Background: an optimization exercise with open tools, aiming at small area. Do not read the settings as production practice.
The RTL was checked by simulation tests, not by an equivalence proof against the original design.
Power figures rest on the tool's default switching activity, not on a simulated workload.

## the previous run
==> flow/design.v <==
module vtx_rx_decoder (
    input  wire        clk,
    input  wire        rst,           
    input  wire        proto,         
    input  wire        rx_valid,
    input  wire [7:0]  rx_data,
    output reg  [1:0]  sa_version,    
    output reg         sa_channel_vld,
    output reg  [7:0]  sa_channel,
    output reg         sa_power_vld,
    output reg  [7:0]  sa_power,
    output reg         sa_mode_vld,
    output reg  [7:0]  sa_mode,
    output reg         sa_freq_vld,
    output reg  [15:0] sa_freq,
    output reg         sa_pit_freq_vld,
    output wire [15:0] sa_pit_freq,
    output reg  [31:0] sa_bad_preamble,
    output reg  [31:0] sa_bad_length,
    output reg  [31:0] sa_crc_err,
    output reg         sa_frame_ok,   
    output reg  [7:0]  sa_frame_code,
    output reg  [15:0] tr_min_freq,
    output reg  [15:0] tr_max_freq,
    output reg  [15:0] tr_max_power,
    output reg  [15:0] tr_obs_freq,
    output reg  [15:0] tr_obs_power,
    output reg  [7:0]  tr_ctrl_flags,
    output reg         tr_obs_pit,
    output reg  [15:0] tr_act_power,
    output reg  [15:0] tr_temp,
    output reg  [31:0] tr_bad_frame,
    output reg         tr_frame_ok,   
    output wire [7:0]  tr_frame_code
);
    function [7:0] crc8_byte;
        input [7:0] c;
        input [7:0] d;
        integer i;
        reg [7:0] x;
        begin
            x = c ^ d;
            for (i = 0; i < 8; i = i + 1)
                x = x[7] ? ((x << 1) ^ 8'hD5) : (x << 1);
            crc8_byte = x;
        end
    endfunction
    localparam [7:0] CRC_PREAMBLE = 8'hB4;
    wire sa_in = rx_valid && !proto;
    wire tr_in = rx_valid &&  proto;
    reg [3:0]  sa_ph;
    reg [4:0]  sa_rem;
    reg [7:0]  sa_cmd;
    reg [7:0]  sa_crc;
    reg [7:0]  sa_s0, sa_s1, sa_s2, sa_s3, sa_s4;
    reg [14:0] sa_pit;
    assign sa_pit_freq = {1'b0, sa_pit};
    wire sa_body    = sa_ph[3];
    wire sa_last    = (sa_rem == 5'd0);
    wire sa_is_cmd  = (sa_ph == 4'd2);
    wire sa_is_len  = (sa_ph == 4'd3);
    wire sa_set_cls = (sa_cmd[7:5] == 3'd0) && (sa_cmd[2:0] == 3'd1) && !(sa_cmd[4] && sa_cmd[3]);
    wire sa_c04     = (sa_cmd == 8'h04);
    wire sa_len_bad = (rx_data[7:5] != 3'd0) || (rx_data[4] && rx_data[3:0] != 4'd0);
    wire [7:0] sa_crc_nx = crc8_byte(sa_is_cmd ? CRC_PREAMBLE : sa_crc, rx_data);
    wire sa_data_in = sa_in && sa_body && !sa_last;
    wire sa_crc_in  = sa_in && sa_body && sa_last;
    wire sa_good    = sa_crc_in && (sa_crc == rx_data);
    wire sa_full    = (sa_ph[2:0] == 3'd5);
    always @(posedge clk) begin
        if (sa_in)
            sa_crc <= sa_crc_nx;
        if (sa_in && sa_is_cmd)
            sa_cmd <= rx_data;
        if (sa_in && sa_is_len)
            sa_rem <= rx_data[4:0];
        else if (sa_data_in)
            sa_rem <= sa_rem - 5'd1;
        if (sa_data_in && sa_ph[2:0] == 3'd0) sa_s0 <= rx_data;
        if (sa_data_in && sa_ph[2:0] == 3'd1) sa_s1 <= rx_data;
        if (sa_data_in && sa_ph[2:0] == 3'd2) sa_s2 <= rx_data;
        if (sa_data_in && sa_ph[2:0] == 3'd3) sa_s3 <= rx_data;
        if (sa_data_in && sa_ph[2:0] == 3'd4) sa_s4 <= rx_data;
    end
    wire nrst      = !rst;
    wire sa_set_ok = sa_good && sa_set_cls;
    wire ld_fc     = sa_good;
    wire ld_ver    = sa_set_ok;
    wire ld_ch     = sa_set_ok && (sa_ph[2:0] != 3'd0);
    wire ld_pw     = sa_set_ok && (sa_ph[2:1] != 2'd0);
    wire ld_md     = sa_set_ok && (sa_ph[2] || sa_ph[1:0] == 2'd3);
    wire ld_fq     = sa_good && sa_full && (sa_set_cls || (sa_c04 && !sa_s3[7]));
    wire ld_pt     = sa_good && sa_full && sa_c04 && sa_s3[7];
    always @(posedge clk) begin
        sa_frame_ok     <= nrst & sa_good;
        sa_frame_code   <= (sa_cmd & {8{nrst & ld_fc}}) | (sa_frame_code & {8{nrst & !ld_fc}});
        sa_version      <= ({sa_cmd[4] | sa_cmd[3], !sa_cmd[3]} & {2{nrst & ld_ver}}) |
                           (sa_version & {2{nrst & !ld_ver}});
        sa_channel      <= (sa_s0 & {8{nrst & ld_ch}}) | (sa_channel & {8{nrst & !ld_ch}});
        sa_power        <= (sa_s1 & {8{nrst & ld_pw}}) | (sa_power & {8{nrst & !ld_pw}});
        sa_mode         <= (sa_s2 & {8{nrst & ld_md}}) | (sa_mode & {8{nrst & !ld_md}});
        sa_freq         <= ({sa_s3, sa_s4} & {16{nrst & ld_fq}}) | (sa_freq & {16{nrst & !ld_fq}});
        sa_pit          <= ({sa_s3[6:0], sa_s4} & {15{nrst & ld_pt}}) | (sa_pit & {15{nrst & !ld_pt}});
        sa_channel_vld  <= nrst & (sa_channel_vld | ld_ch);
        sa_power_vld    <= nrst & (sa_power_vld | ld_pw);
        sa_mode_vld     <= nrst & (sa_mode_vld | ld_md);
        sa_freq_vld     <= nrst & (sa_freq_vld | ld_fq);
        sa_pit_freq_vld <= nrst & (sa_pit_freq_vld | ld_pt);
    end
    always @(posedge clk) begin
        if (rst) begin
            sa_ph           <= 4'd0;
            sa_bad_preamble <= 32'd0;
            sa_bad_length   <= 32'd0;
            sa_crc_err      <= 32'd0;
        end else begin
            if (sa_in) begin
                if (sa_body) begin
                    if (sa_last)
                        sa_ph <= 4'd0;
                    else if (!sa_full)
                        sa_ph <= sa_ph + 4'd1;
                end else if (sa_ph == 4'd0) begin
                    if (rx_data == 8'hAA)
                        sa_ph <= 4'd1;
                end else if (sa_ph == 4'd1) begin
                    if (rx_data == 8'h55)
                        sa_ph <= 4'd2;
                    else
                        sa_ph <= 4'd0;
                end else if (sa_is_cmd) begin
                    sa_ph <= 4'd3;
                end else begin
                    if (sa_len_bad)
                        sa_ph <= 4'd0;
                    else
                        sa_ph <= sa_c04 ? 4'd11 : 4'd8;
                end
            end
            if (sa_in && ((sa_ph == 4'd0 && rx_data != 8'hAA) ||
                          (sa_ph == 4'd1 && rx_data != 8'h55)))
                sa_bad_preamble <= sa_bad_preamble + 32'd1;
            if (sa_in && sa_is_len && sa_len_bad)
                sa_bad_length <= sa_bad_length + 32'd1;
            if (sa_crc_in && !sa_good)
                sa_crc_err <= sa_crc_err + 32'd1;
        end
    end
    reg [3:0]  tr_cnt;
    reg [1:0]  tr_code;
    reg [7:0]  tr_sum;
    reg [63:0] tr_buf;      
    reg [1:0]  tr_fc;
    assign tr_frame_code = {1'b0, {3{tr_fc != 2'd0}}, 1'b0,
                            tr_fc == 2'd2, tr_fc != 2'd0, tr_fc == 2'd3};
    wire tr_is_r = (rx_data == 8'h72);
    wire tr_is_v = (rx_data == 8'h76);
    wire tr_is_s = (rx_data == 8'h73);
    wire tr_code_ok = tr_is_r || tr_is_v || tr_is_s;
    wire [15:0] tr_w1 = tr_buf[15:0];
    wire [15:0] tr_w2 = tr_buf[31:16];
    wire [15:0] tr_w3 = tr_buf[47:32];
    wire [15:0] tr_w4 = tr_buf[63:48];
    wire tr_end  = tr_in && (tr_cnt == 4'd15);
    wire tr_good = tr_end && (tr_code != 2'd0) && (rx_data == 8'h00);
    always @(posedge clk) begin
        if (tr_in && tr_cnt == 4'd1)
            tr_code <= {tr_is_v | tr_is_s, tr_is_r | tr_is_s};
        else if (tr_in && tr_cnt == 4'd14 && tr_sum != rx_data)
            tr_code <= 2'd0;
        if (tr_in)
            tr_sum <= (tr_cnt == 4'd1 ? 8'd0 : tr_sum) + rx_data;
        if (tr_in && tr_cnt >= 4'd2 && tr_cnt <= 4'd9)
            tr_buf <= {rx_data, tr_buf[63:8]};
    end
    wire ld_tfc = tr_good;
    wire ld_r   = tr_good && tr_code == 2'd1 && tr_w1 != 16'd0 && tr_w2 != 16'd0 && tr_w3 != 16'd0;
    wire ld_v   = tr_good && tr_code == 2'd2;
    wire ld_s   = tr_good && tr_code == 2'd3 && tr_w3 != 16'd0;
    always @(posedge clk) begin
        tr_frame_ok   <= nrst & tr_good;
        tr_fc         <= (tr_code & {2{nrst & ld_tfc}}) | (tr_fc & {2{nrst & !ld_tfc}});
        tr_min_freq   <= (tr_w1 & {16{nrst & ld_r}}) | (tr_min_freq  & {16{nrst & !ld_r}});
        tr_max_freq   <= (tr_w2 & {16{nrst & ld_r}}) | (tr_max_freq  & {16{nrst & !ld_r}});
        tr_max_power  <= (tr_w3 & {16{nrst & ld_r}}) | (tr_max_power & {16{nrst & !ld_r}});
        tr_obs_freq   <= (tr_w1 & {16{nrst & ld_v}}) | (tr_obs_freq  & {16{nrst & !ld_v}});
        tr_obs_power  <= (tr_w2 & {16{nrst & ld_v}}) | (tr_obs_power & {16{nrst & !ld_v}});
        tr_ctrl_flags <= (tr_w3[7:0] & {8{nrst & ld_v}}) | (tr_ctrl_flags & {8{nrst & !ld_v}});
        tr_obs_pit    <= ((tr_w3[15:8] != 8'd0) & nrst & ld_v) | (tr_obs_pit & nrst & !ld_v);
        tr_act_power  <= (tr_w4 & {16{nrst & ld_v}}) | (tr_act_power & {16{nrst & !ld_v}});
        tr_temp       <= (tr_w3 & {16{nrst & ld_s}}) | (tr_temp & {16{nrst & !ld_s}});
    end
    always @(posedge clk) begin
        if (rst) begin
            tr_cnt       <= 4'd0;
            tr_bad_frame <= 32'd0;
        end else begin
            if (tr_in) begin
                if ((tr_cnt == 4'd0 && rx_data != 8'h0F) ||
                    (tr_cnt == 4'd1 && !tr_code_ok))
                    tr_cnt <= 4'd0;
                else
                    tr_cnt <= tr_cnt + 4'd1;
            end
            if (tr_end && !tr_good)
                tr_bad_frame <= tr_bad_frame + 32'd1;
        end
    end
endmodule
export LEC_CHECK = 0
export CAP_MARGIN = 20
export CORE_MARGIN = 2
export CORE_UTILIZATION = 70
export CTS_BUF_LIST = sky130_fd_sc_hd__clkbuf_4
export SLEW_MARGIN = 20
create_clock -name core_clock -period 10.0 [get_ports {clk}]
standard.sh (not shown) runs the stock make flow with config.mk's settings and CLKGATE_MAP_FILE= SYNTH_SCRIPT=/design/flow/synth_recipe.tcl, a recipe that flattens the netlist after the stock synthesis.
==> flow/flow/run.sh <==
#!/bin/bash
# Layout flow: the standard ORFS flow (standard.sh), with three changes:
#  - synthesis is the standard one (synth_recipe.tcl, ORFS synth.tcl), except that
#    the final ABC technology mapping uses the area-oriented script in
#    flow/abc_area.script;
#  - the port buffers that global placement inserts use sky130_fd_sc_hd__buf_1;
#  - clock tree synthesis inserts no dummy loads, and clusters at most 9
#    flip-flops within 35 um per sky130_fd_sc_hd__clkbuf_4.
# Each tool's full output goes to ORFS's own logs under orfs/logs/, and this
# script's output to flow_run.log, all in the work folder.
set -euo pipefail
W=$(pwd)
exec > >(tee -a "$W/flow_run.log") 2>&1

# synth.tcl with the ABC script replaced (the line after the preamble is sourced)
sed '/^source \$::env(SCRIPTS_DIR)\/synth_preamble.tcl$/a set abc_args [lreplace $abc_args 1 1 '"$W"'/flow/abc_area.script]' \
    "$FLOW_HOME/scripts/synth.tcl" > "$W/own_synth_body.tcl"
grep -q "abc_area.script" "$W/own_synth_body.tcl"
sed 's#source \$::env(SCRIPTS_DIR)/synth.tcl#source '"$W"'/own_synth_body.tcl#' \
    "$W/synth_recipe.tcl" > "$W/own_synth.tcl"
grep -q "own_synth_body.tcl" "$W/own_synth.tcl"

# standard.sh with the synthesis script swapped
sed 's#SYNTH_SCRIPT=[^ ]*#SYNTH_SCRIPT='"$W"'/own_synth.tcl#' "$W/standard.sh" > "$W/own_standard.sh"
grep -q "own_synth.tcl" "$W/own_standard.sh"

export BUFFER_PORTS_ARGS="-buffer_cell sky130_fd_sc_hd__buf_1"
export CTS_ARGS="-sink_clustering_enable -repair_clock_nets -dont_use_dummy_load -buf_list sky130_fd_sc_hd__clkbuf_4 -sink_clustering_size 9 -sink_clustering_max_diameter 35"
bash "$W/own_standard.sh" finish
test -f "$W/out/final.def"
==> flow/flow/abc_area.script <==
strash
dc2
dc2
&get -n
&st
&dch -f
&nf -R 1000 -p
&put
strash
dc2
dc2
&get -n
&st
&dch -f
&nf -R 1000 -p
&put
topo
--- input diff the previous run..the current run ---
diff --git a/flow/design.v b/flow/design.v
--- a/flow/design.v
+++ b/flow/design.v
@@ -59,19 +59,22 @@
     wire sa_last    = (sa_rem == 5'd0);
     wire sa_is_cmd  = (sa_ph == 4'd2);
     wire sa_is_len  = (sa_ph == 4'd3);
     wire sa_set_cls = (sa_cmd[7:5] == 3'd0) && (sa_cmd[2:0] == 3'd1) && !(sa_cmd[4] && sa_cmd[3]);
     wire sa_c04     = (sa_cmd == 8'h04);
     wire sa_len_bad = (rx_data[7:5] != 3'd0) || (rx_data[4] && rx_data[3:0] != 4'd0);
-    wire [7:0] sa_crc_nx = crc8_byte(sa_is_cmd ? CRC_PREAMBLE : sa_crc, rx_data);
+    wire sa_pre     = (sa_ph[3:1] == 3'd0);
+    wire [7:0] sa_crc_nx = crc8_byte(sa_crc, rx_data);
     wire sa_data_in = sa_in && sa_body && !sa_last;
     wire sa_crc_in  = sa_in && sa_body && sa_last;
     wire sa_good    = sa_crc_in && (sa_crc == rx_data);
     wire sa_full    = (sa_ph[2:0] == 3'd5);
     always @(posedge clk) begin
-        if (sa_in)
+        if (sa_pre)
+            sa_crc <= CRC_PREAMBLE;
+        else if (sa_in)
             sa_crc <= sa_crc_nx;
         if (sa_in && sa_is_cmd)
             sa_cmd <= rx_data;
         if (sa_in && sa_is_len)
             sa_rem <= rx_data[4:0];
         else if (sa_data_in)
@@ -165,14 +168,16 @@
     wire tr_good = tr_end && (tr_code != 2'd0) && (rx_data == 8'h00);
     always @(posedge clk) begin
         if (tr_in && tr_cnt == 4'd1)
             tr_code <= {tr_is_v | tr_is_s, tr_is_r | tr_is_s};
         else if (tr_in && tr_cnt == 4'd14 && tr_sum != rx_data)
             tr_code <= 2'd0;
-        if (tr_in)
-            tr_sum <= (tr_cnt == 4'd1 ? 8'd0 : tr_sum) + rx_data;
+        if (tr_cnt == 4'd0)
+            tr_sum <= 8'd0;
+        else if (tr_in)
+            tr_sum <= tr_sum + rx_data;
         if (tr_in && tr_cnt >= 4'd2 && tr_cnt <= 4'd9)
             tr_buf <= {rx_data, tr_buf[63:8]};
     end
     wire ld_tfc = tr_good;
     wire ld_r   = tr_good && tr_code == 2'd1 && tr_w1 != 16'd0 && tr_w2 != 16'd0 && tr_w3 != 16'd0;
     wire ld_v   = tr_good && tr_code == 2'd2;
Findings:
[compare] base=the previous run new=the current run: mean instance size in the synthesized netlist now smaller; total power now smaller.
Summary of the current run over the previous run: clock-buffer cell count went down by 6; power in sequential cells decreased by about 4% relative to the old numbers; die area decreased by about 0.8% relative to the old numbers; post-synthesis adder-cell area fraction level.
In the current run, the sequential share of layout area came out 0.26 points below the value in the previous run.
Against the previous run as the reference, the current run delivers a lower share of power burned in combinational logic.
Sum of routed wire length over all layers is higher on the current run

[afterwards: timing with drivers on the ports]
The results above use ideal ports. As a check the final layouts listed here were re-extracted and re-timed, cells and wires unchanged.
Step 1 assumes that a clkbuf_16 drives the clock port and a buf_2 every other input.
Step 2 adds t to the input delays and takes it off the output delays; t is the mean of the earliest and latest rising clock arrival at the registers after step 1. Input paths then give back, and output paths get back, about the clock's delay inside the block.
Slacks: ideal / step 1 / step 2; pairs: ideal / step 1.
run | t (ns) | setup WS [ns] | pins driven straight from the clock port
the previous run | 0.709 | 3.405 / 3.422 / 2.713 | 1
the current run | 0.724 | 3.404 / 3.427 / 2.703 | 1
After both steps every run listed still meets setup and hold. The setup slack of the current run, which loses most, moves by +0.023 ns with the drivers and by -0.701 ns with both steps.
